From an optimization exercise on the open Yosys and OpenROAD flow, aimed at small area, a short achievable clock period and few clock cycles; shortcuts taken in it are not production practice.
Only simulation tests tie the RTL to the original design; equivalence was not proved.
Power and IR drop assume default switching activity.

==> flow/design.v <==
module dbc3_blit (
    input  wire        clk,
    input  wire        rst,
    input  wire        start,
    output wire        ready,
    output reg         done,
    input  wire [23:0] src_addr,
    input  wire [8:0]  blit_x,
    input  wire [8:0]  blit_y,
    input  wire        flip_x,
    input  wire        flip_y,
    input  wire [7:0]  pen,
    input  wire        pen_mode,
    input  wire [9:0]  clip_x,
    input  wire [9:0]  clip_y,
    input  wire [9:0]  clip_width,
    input  wire [9:0]  clip_height,
    input  wire [3:0]  clip_ctrl,
    input  wire [23:0] rom_len,
    output wire [23:0] end_src_addr,
    output wire [8:0]  end_blit_y,
    output reg         anom_oor,
    output reg  [7:0]  anom_unk,
    output wire        rom_req,
    output wire [23:0] rom_addr,
    input  wire        rom_gnt,
    input  wire [7:0]  rom_rdata,
    output wire        pix_valid,
    input  wire        pix_ready,
    output wire [8:0]  pix_x,
    output wire [8:0]  pix_y,
    output wire [7:0]  pix_pen
);
    localparam [2:0] OP_NEXT = 3'd0, OP_LINE = 3'd1, OP_COPY = 3'd2,
                     OP_SKIP = 3'd3, OP_UNUSED = 3'd4, OP_CHGA = 3'd5,
                     OP_CHGP = 3'd6, OP_STOP = 3'd7;
    reg        s_idle, s_init, s_hdr, s_op, s_pix, s_fin, s_fin2;
    reg [23:0] len_r;
    reg        flip_x_r, flip_y_r;
    reg [7:0]  pen_r;
    reg        pen_mode_r;
    reg [9:0]  cx_r, cy_r;        
    reg [9:0]  cr_r, cb_r;        
    reg [3:0]  ctrl_r;
    reg [8:0]  xsm_r;             
    reg [8:0]  x_r;               
    reg [8:0]  y_r;
    reg [2:0]  ps1;               
    reg [3:0]  as1;               
    reg [15:0] cnt;               
    reg        is_copy, first;
    reg        pskip;             
    reg [23:0] fa;                
    reg        req;               
    reg        dv;                
    reg        endf;              
    reg [31:0] sb;
    reg [5:0]  rd;                
    reg [5:0]  bc;                
    reg [1:0]  wslot;             
    reg [5:0]  lim;               
    reg [2:0]  ub;                
    reg        pv_r;
    reg [7:0]  pp_r;
    assign ready        = s_idle;
    assign rom_req      = req & ~atlen;
    assign rom_addr     = fa;
    assign pix_valid    = pv_r;
    assign pix_x        = x_r;
    assign pix_y        = y_r;
    assign pix_pen      = pp_r;
    assign end_src_addr = fa;
    assign end_blit_y   = y_r;
    wire [5:0] rbc = lim - rd;            
    wire       rneg = rbc[5] & (|rbc[4:0]);   
    wire       atlen = (fa == len_r);     
    wire       exh = (endf | atlen) & ~dv;    
    wire       fake = exh & (bc <= 6'd24);    
    wire       wr   = dv | fake;
    wire [5:0] bcw = bc + (wr ? 6'd8 : 6'd0);
    wire [5:0] cA = {2'b0, as1} + 6'd4;   
    wire [5:0] cP = {3'b0, ps1} + 6'd1;   
    wire [5:0] rd3 = rd + 6'd3;
    wire [5:0] rd6 = rd + 6'd6;
    wire [5:0] rd7 = rd + 6'd7;
    wire [5:0] rd8 = rd + 6'd8;
    wire [5:0] rdA = rd + cA;
    wire [5:0] rdP = rd + cP;
    wire [5:0] rd2 = rd + {cP[4:0], 1'b0};
    wire [5:0] bc3 = bcw - 6'd3;
    wire [5:0] bc6 = bcw - 6'd6;
    wire [5:0] bc7 = bcw - 6'd7;
    wire [5:0] bc8 = bcw - 6'd8;
    wire [5:0] bcA = bcw - cA;
    wire [5:0] bcP = bcw - cP;
    wire [5:0] bc2 = bcw - {cP[4:0], 1'b0};
    wire ok3 = bc >= 6'd3;
    wire ok6 = bc >= 6'd6;
    wire ok7 = bc >= 6'd7;
    wire ok8 = bc >= 6'd8;
    wire okA = bc >= cA;
    wire okP = bc >= cP;
    wire ok2 = bc >= {cP[4:0], 1'b0};
    wire [63:0] sb2 = {sb, sb};
    wire [31:0] rot = sb2 >> rd[4:0];
    wire [18:0] h   = rot[18:0];          
    wire [2:0]  op   = {h[0], h[1], h[2]};
    wire [7:0]  qfld = {h[0], h[1], h[2], h[3], h[4], h[5], h[6], h[7]};
    wire [7:0]  pval = qfld >> (3'd7 - ps1);
    wire [15:0] tfld = {h[3], h[4], h[5], h[6], h[7], h[8], h[9], h[10],
                        h[11], h[12], h[13], h[14], h[15], h[16], h[17], h[18]};
    wire [15:0] nval = tfld >> (4'd15 - as1);
    wire pv_hold = pv_r & ~pix_ready;
    wire yclip = ({1'b0, y_r} < cy_r) || (y_r > cb_r);
    wire ay = (ctrl_r[2] & ~yclip) | (ctrl_r[3] & yclip);
    reg  ay_r;
    always @(posedge clk) ay_r <= ay;
    wire lskip = ~is_copy & ~ay_r;
    wire       xs_cnt = pskip | (s_pix & ~is_copy);
    wire [8:0] xm     = xs_cnt ? cnt[8:0] : 9'd0;
    wire [9:0] xn2    = {x_r, 1'b1} + {(flip_x_r ? ~xm : xm), flip_x_r ^ s_pix};
    wire [8:0] xn     = xn2[9:1];         
    wire [8:0] xp     = x_r + (flip_x_r ? 9'h1FF : 9'h001);
    wire [8:0] xp2    = {x_r[8:1] + (flip_x_r ? 8'hFF : 8'h01), x_r[0]};
    wire xclip_p = ({1'b0, xp} < cx_r) || (xp > cr_r);
    wire ax_p = (ctrl_r[0] & ~xclip_p) | (ctrl_r[1] & xclip_p);
    wire [9:0] xent   = flip_x_r ? cr_r : cx_r;
    wire rej2 = ~ay_r | (~ax_p & ((ctrl_r[1:0] == 2'b00)
                                  | ((ctrl_r[1:0] == 2'b01) & ({1'b0, xp2} != xent))));
    wire dbl  = rej2 & (cnt != 16'd0) & (is_copy ? ok2 : ~first);
    wire [8:0] x_pix  = lskip ? xn : dbl ? xp2 : xp;
    wire [7:0] color = (pen_mode_r ? {pval[7:4], pen_r[3:0]} : pval)
                       | {pen_r[7:4], 4'h0};
    wire op_arg  = (op == OP_LINE) | (op == OP_COPY) | (op == OP_SKIP);
    wire op_xy   = (op == OP_NEXT) | (op == OP_SKIP);
    wire need_p  = is_copy | first;
    wire go_op   = s_op & ~(op_xy & pv_hold)
                   & (op_arg ? okA : (op == OP_CHGA) ? ok7 : (op == OP_CHGP) ? ok6 : ok3);
    wire go_hdr  = s_hdr & ok8;
    wire go_pix  = s_pix & ~pv_hold & (~need_p | okP);
    wire k3  = go_op & ((op == OP_NEXT) | (op == OP_UNUSED));
    wire kS  = go_op & (op == OP_STOP);
    wire kA  = go_op & op_arg;
    wire k7  = go_op & (op == OP_CHGA);
    wire k6  = go_op & (op == OP_CHGP);
    wire k8  = go_hdr;
    wire k2  = go_pix & is_copy & dbl;
    wire kP  = go_pix & need_p & ~k2;
    wire k0  = ~(k3 | kS | kA | k7 | k6 | k8 | kP | k2);
    wire [5:0] rd_next = ({6{k3 | kS}} & rd3) | ({6{kA}} & rdA) | ({6{k7}} & rd7)
                       | ({6{k6}} & rd6) | ({6{k8}} & rd8) | ({6{kP}} & rdP)
                       | ({6{k2}} & rd2)
                       | ({6{k0}} & rd);
    wire [5:0] bc_next = ({6{k3 | kS}} & bc3) | ({6{kA}} & bcA) | ({6{k7}} & bc7)
                       | ({6{k6}} & bc6) | ({6{k8}} & bc8) | ({6{kP}} & bcP)
                       | ({6{k2}} & bc2)
                       | ({6{k0}} & bcw);
    wire room = req ? (bc_next <= 6'd16) : (bc_next <= 6'd24);
    wire        fdec   = s_fin2;
    wire [3:0]  flo    = fdec ? ({1'b0, fa[2:0]} - {1'b0, ub}) : ({1'b0, fa[2:0]} + 4'd1);
    wire [23:0] fq     = fa ^ {24{fdec}};
    reg  [23:0] ft;
    integer b;
    always @(*) begin
        ft[2:0] = 3'd0;
        ft[3] = flo[3];
        for (b = 4; b < 24; b = b + 1)
            ft[b] = ft[b - 1] & fq[b - 1];
    end
    wire [23:0] fa_n   = {fa[23:3] ^ ft[23:3], flo[2:0]};
    wire [7:0]  wbyte  = dv ? rom_rdata : 8'hFF;
    wire [7:0]  wbits  = {wbyte[0], wbyte[1], wbyte[2], wbyte[3],
                          wbyte[4], wbyte[5], wbyte[6], wbyte[7]};
    wire        fin_go = s_fin2 & ~pv_hold;
    always @(posedge clk) begin
        if (rst) begin
            s_idle <= 1'b1;
            s_init <= 1'b0;
            s_hdr  <= 1'b0;
            s_op   <= 1'b0;
            s_pix  <= 1'b0;
            s_fin  <= 1'b0;
            s_fin2 <= 1'b0;
            done   <= 1'b0;
            req    <= 1'b0;
            dv     <= 1'b0;
            pv_r   <= 1'b0;
        end else begin
            done <= 1'b0;
            dv <= rom_req & rom_gnt;
            if (wr) begin
                case (wslot)
                    2'd0: sb[7:0]   <= wbits;
                    2'd1: sb[15:8]  <= wbits;
                    2'd2: sb[23:16] <= wbits;
                    2'd3: sb[31:24] <= wbits;
                endcase
                wslot <= wslot + 2'd1;
            end
            if (dv) lim <= lim + 6'd8;
            rd <= rd_next;
            bc <= bc_next;
            if (rneg) anom_oor <= 1'b1;
            if ((rom_req & rom_gnt) | fin_go) fa <= fa_n;
            req <= (s_init | s_hdr | s_op | s_pix) & ~kS & ~endf & room;
            if (pv_r & pix_ready) pv_r <= 1'b0;
            if (pskip) x_r <= xn;
            pskip <= 1'b0;
            if (s_idle & start) begin
                s_idle     <= 1'b0;
                s_init     <= 1'b1;
                len_r      <= rom_len;
                flip_x_r   <= flip_x;
                flip_y_r   <= flip_y;
                pen_r      <= pen;
                pen_mode_r <= pen_mode;
                cx_r       <= clip_x;
                cy_r       <= clip_y;
                cr_r       <= clip_width;
                cb_r       <= clip_height;
                ctrl_r     <= clip_ctrl;
                xsm_r      <= flip_x ? blit_x + 9'd1 : blit_x - 9'd1;
                x_r        <= flip_x ? blit_x + 9'd1 : blit_x - 9'd1;
                y_r        <= blit_y;
                fa         <= src_addr;
                endf       <= (src_addr >= rom_len);
                req        <= (src_addr < rom_len);
                rd         <= 6'd0;
                bc         <= 6'd0;
                wslot      <= 2'd0;
                lim        <= 6'd0;
                anom_oor   <= 1'b0;
                anom_unk   <= 8'd0;
                pskip      <= 1'b0;
            end
            if (s_init) begin
                cr_r   <= (({1'b0, cx_r} + {1'b0, cr_r}) > 11'd511)
                          ? 10'd511 : {1'b0, cx_r[8:0] + cr_r[8:0]};
                cb_r   <= (({1'b0, cy_r} + {1'b0, cb_r}) > 11'd511)
                          ? 10'd511 : {1'b0, cy_r[8:0] + cb_r[8:0]};
                s_init <= 1'b0;
                s_hdr  <= 1'b1;
            end
            if (go_hdr) begin
                ps1   <= {h[1], h[2], h[3]};
                as1   <= {h[4], h[5], h[6], h[7]};
                s_hdr <= 1'b0;
                s_op  <= 1'b1;
            end
            if (s_op) begin
                cnt     <= nval;
                is_copy <= (op == OP_COPY);
                first   <= 1'b1;
            end
            if (go_op) begin
                case (op)
                    OP_NEXT: begin
                        y_r <= y_r + (flip_y_r ? 9'h1FF : 9'h001);
                        x_r <= xsm_r;
                    end
                    OP_LINE, OP_COPY: begin
                        s_op    <= 1'b0;
                        s_pix   <= 1'b1;
                    end
                    OP_SKIP: pskip <= 1'b1;
                    OP_UNUSED: if (anom_unk != 8'hFF) anom_unk <= anom_unk + 8'd1;
                    OP_CHGA: as1 <= {h[3], h[4], h[5], h[6]};
                    OP_CHGP: ps1 <= {h[3], h[4], h[5]};
                    OP_STOP: begin
                        s_op  <= 1'b0;
                        s_fin <= 1'b1;
                    end
                endcase
            end
            if (s_pix & need_p & ~pv_hold) pp_r <= color;
            if (go_pix) begin
                pv_r  <= ax_p & ay_r;
                x_r   <= x_pix;
                cnt   <= {cnt[15:1] - {14'd0, dbl | ~cnt[0]}, cnt[0] ^ ~dbl};
                first <= 1'b0;
                if (cnt == 16'd0 || (dbl && cnt == 16'd1) || lskip) begin
                    s_pix <= 1'b0;
                    s_op  <= 1'b1;
                end
            end
            if (s_fin) begin
                ub     <= (anom_oor | rneg) ? 3'd0 : (rbc[5:3] + {2'b0, dv});
                s_fin  <= 1'b0;
                s_fin2 <= 1'b1;
            end
            if (fin_go) begin
                done   <= 1'b1;
                s_fin2 <= 1'b0;
                s_idle <= 1'b1;
            end
        end
    end
endmodule
make LEC_CHECK=0 CAP_MARGIN=20 CORE_MARGIN=2 CORE_UTILIZATION=40 PLACE_DENSITY=0.6 SETUP_SLACK_MARGIN=4 SLEW_MARGIN=20 finish   # period 8.0 ns
run.sh (not shown) runs the stock make flow with config.mk's settings and CLKGATE_MAP_FILE= SYNTH_SCRIPT=/design/flow/synth_recipe.tcl, a recipe that flattens the netlist after the stock synthesis.
Testbench counts at the start, summed over its fixed seeds: cycles 34,838.
Then changed:
--- a/flow/design.v
+++ b/flow/design.v
@@ -76,33 +76,38 @@
     wire       atlen = (fa == len_r);     
     wire       exh = (endf | atlen) & ~dv;    
     wire       fake = exh & (bc <= 6'd24);    
     wire       wr   = dv | fake;
     wire [5:0] bcw = bc + (wr ? 6'd8 : 6'd0);
+    wire [5:0] u   = bcw + (req ? 6'd8 : 6'd0);
     wire [5:0] cA = {2'b0, as1} + 6'd4;   
     wire [5:0] cP = {3'b0, ps1} + 6'd1;   
     wire [5:0] rd3 = rd + 6'd3;
     wire [5:0] rd6 = rd + 6'd6;
     wire [5:0] rd7 = rd + 6'd7;
     wire [5:0] rd8 = rd + 6'd8;
     wire [5:0] rdA = rd + cA;
     wire [5:0] rdP = rd + cP;
-    wire [5:0] rd2 = rd + {cP[4:0], 1'b0};
     wire [5:0] bc3 = bcw - 6'd3;
     wire [5:0] bc6 = bcw - 6'd6;
     wire [5:0] bc7 = bcw - 6'd7;
     wire [5:0] bc8 = bcw - 6'd8;
     wire [5:0] bcA = bcw - cA;
     wire [5:0] bcP = bcw - cP;
-    wire [5:0] bc2 = bcw - {cP[4:0], 1'b0};
     wire ok3 = bc >= 6'd3;
     wire ok6 = bc >= 6'd6;
     wire ok7 = bc >= 6'd7;
     wire ok8 = bc >= 6'd8;
     wire okA = bc >= cA;
     wire okP = bc >= cP;
-    wire ok2 = bc >= {cP[4:0], 1'b0};
+    wire rq0 = u <= 6'd24;
+    wire rq3 = u <= 6'd27;
+    wire rq6 = u <= 6'd30;
+    wire rq7 = u <= 6'd31;
+    wire rq8 = u <= 6'd32;
+    wire rqA = {1'b0, u} <= {1'b0, cA} + 7'd24;
+    wire rqP = {1'b0, u} <= {1'b0, cP} + 7'd24;
     wire [63:0] sb2 = {sb, sb};
     wire [31:0] rot = sb2 >> rd[4:0];
     wire [18:0] h   = rot[18:0];          
     wire [2:0]  op   = {h[0], h[1], h[2]};
     wire [7:0]  qfld = {h[0], h[1], h[2], h[3], h[4], h[5], h[6], h[7]};
@@ -119,18 +124,13 @@
     wire       xs_cnt = pskip | (s_pix & ~is_copy);
     wire [8:0] xm     = xs_cnt ? cnt[8:0] : 9'd0;
     wire [9:0] xn2    = {x_r, 1'b1} + {(flip_x_r ? ~xm : xm), flip_x_r ^ s_pix};
     wire [8:0] xn     = xn2[9:1];         
     wire [8:0] xp     = x_r + (flip_x_r ? 9'h1FF : 9'h001);
-    wire [8:0] xp2    = {x_r[8:1] + (flip_x_r ? 8'hFF : 8'h01), x_r[0]};
+    wire [8:0] x_pix  = lskip ? xn : xp;
     wire xclip_p = ({1'b0, xp} < cx_r) || (xp > cr_r);
     wire ax_p = (ctrl_r[0] & ~xclip_p) | (ctrl_r[1] & xclip_p);
-    wire [9:0] xent   = flip_x_r ? cr_r : cx_r;
-    wire rej2 = ~ay_r | (~ax_p & ((ctrl_r[1:0] == 2'b00)
-                                  | ((ctrl_r[1:0] == 2'b01) & ({1'b0, xp2} != xent))));
-    wire dbl  = rej2 & (cnt != 16'd0) & (is_copy ? ok2 : ~first);
-    wire [8:0] x_pix  = lskip ? xn : dbl ? xp2 : xp;
     wire [7:0] color = (pen_mode_r ? {pval[7:4], pen_r[3:0]} : pval)
                        | {pen_r[7:4], 4'h0};
     wire op_arg  = (op == OP_LINE) | (op == OP_COPY) | (op == OP_SKIP);
     wire op_xy   = (op == OP_NEXT) | (op == OP_SKIP);
     wire need_p  = is_copy | first;
@@ -142,22 +142,20 @@
     wire kS  = go_op & (op == OP_STOP);
     wire kA  = go_op & op_arg;
     wire k7  = go_op & (op == OP_CHGA);
     wire k6  = go_op & (op == OP_CHGP);
     wire k8  = go_hdr;
-    wire k2  = go_pix & is_copy & dbl;
-    wire kP  = go_pix & need_p & ~k2;
-    wire k0  = ~(k3 | kS | kA | k7 | k6 | k8 | kP | k2);
+    wire kP  = go_pix & need_p;
+    wire k0  = ~(k3 | kS | kA | k7 | k6 | k8 | kP);
     wire [5:0] rd_next = ({6{k3 | kS}} & rd3) | ({6{kA}} & rdA) | ({6{k7}} & rd7)
                        | ({6{k6}} & rd6) | ({6{k8}} & rd8) | ({6{kP}} & rdP)
-                       | ({6{k2}} & rd2)
                        | ({6{k0}} & rd);
+    wire room = (k3 & rq3) | (kA & rqA) | (k7 & rq7) | (k6 & rq6) | (k8 & rq8)
+              | (kP & rqP) | (k0 & rq0);
     wire [5:0] bc_next = ({6{k3 | kS}} & bc3) | ({6{kA}} & bcA) | ({6{k7}} & bc7)
                        | ({6{k6}} & bc6) | ({6{k8}} & bc8) | ({6{kP}} & bcP)
-                       | ({6{k2}} & bc2)
                        | ({6{k0}} & bcw);
-    wire room = req ? (bc_next <= 6'd16) : (bc_next <= 6'd24);
     wire        fdec   = s_fin2;
     wire [3:0]  flo    = fdec ? ({1'b0, fa[2:0]} - {1'b0, ub}) : ({1'b0, fa[2:0]} + 4'd1);
     wire [23:0] fq     = fa ^ {24{fdec}};
     reg  [23:0] ft;
     integer b;
@@ -274,13 +272,13 @@
             end
             if (s_pix & need_p & ~pv_hold) pp_r <= color;
             if (go_pix) begin
                 pv_r  <= ax_p & ay_r;
                 x_r   <= x_pix;
-                cnt   <= {cnt[15:1] - {14'd0, dbl | ~cnt[0]}, cnt[0] ^ ~dbl};
+                cnt   <= cnt - 16'd1;
                 first <= 1'b0;
-                if (cnt == 16'd0 || (dbl && cnt == 16'd1) || lskip) begin
+                if (cnt == 16'd0 || lskip) begin
                     s_pix <= 1'b0;
                     s_op  <= 1'b1;
                 end
             end
             if (s_fin) begin
Effect: Non-clock buffer count falls by 20. Wire length decreases by about 11%. Die area came out lower by 6.2%. Worst hold slack is better by 16 ps. Core utilization is lower by 0.76 points. Via count came out lower by about 8%. Worst setup slack is better by 890 ps. Combinational power falls by about 18%. Sequential share of layout area increases by 2.4 points. Global-route usage falls by 1.8 points. Final area drops by about 8%.
Testbench counts after the change, summed over its fixed seeds: cycles 37,259.

==> port drivers added, routing unchanged <==
The results above use ideal ports. As a check the final layouts listed here were re-extracted and re-timed, cells and wires unchanged. Step 1: set_driving_cell puts a clkbuf_16 on clk and a buf_2 on each other input, an assumption about the parent block. Step 2 also shifts input and output timing later by t, the mid clock arrival at the registers, as if the neighbouring blocks saw the same clock. Three values: ideal, step 1, step 2; two values: the first two.
| run | shift t [ns] | slack for setup (ns) | hold slack, ns | worst setup path after step 2 |
|---|---|---|---|---|
| the first run | 0.629 | 3.087 / 3.087 / 3.087 | 0.466 / 0.466 / 0.466 | register to register |
| the second run | 0.641 | 3.977 / 3.977 / 3.609 | 0.481 / 0.481 / 0.481 | input to register |
After both steps every run listed still meets setup and hold. For the second run, which loses most, drivers alone change the setup slack by 0.000 ns; drivers and shift together by -0.368 ns.
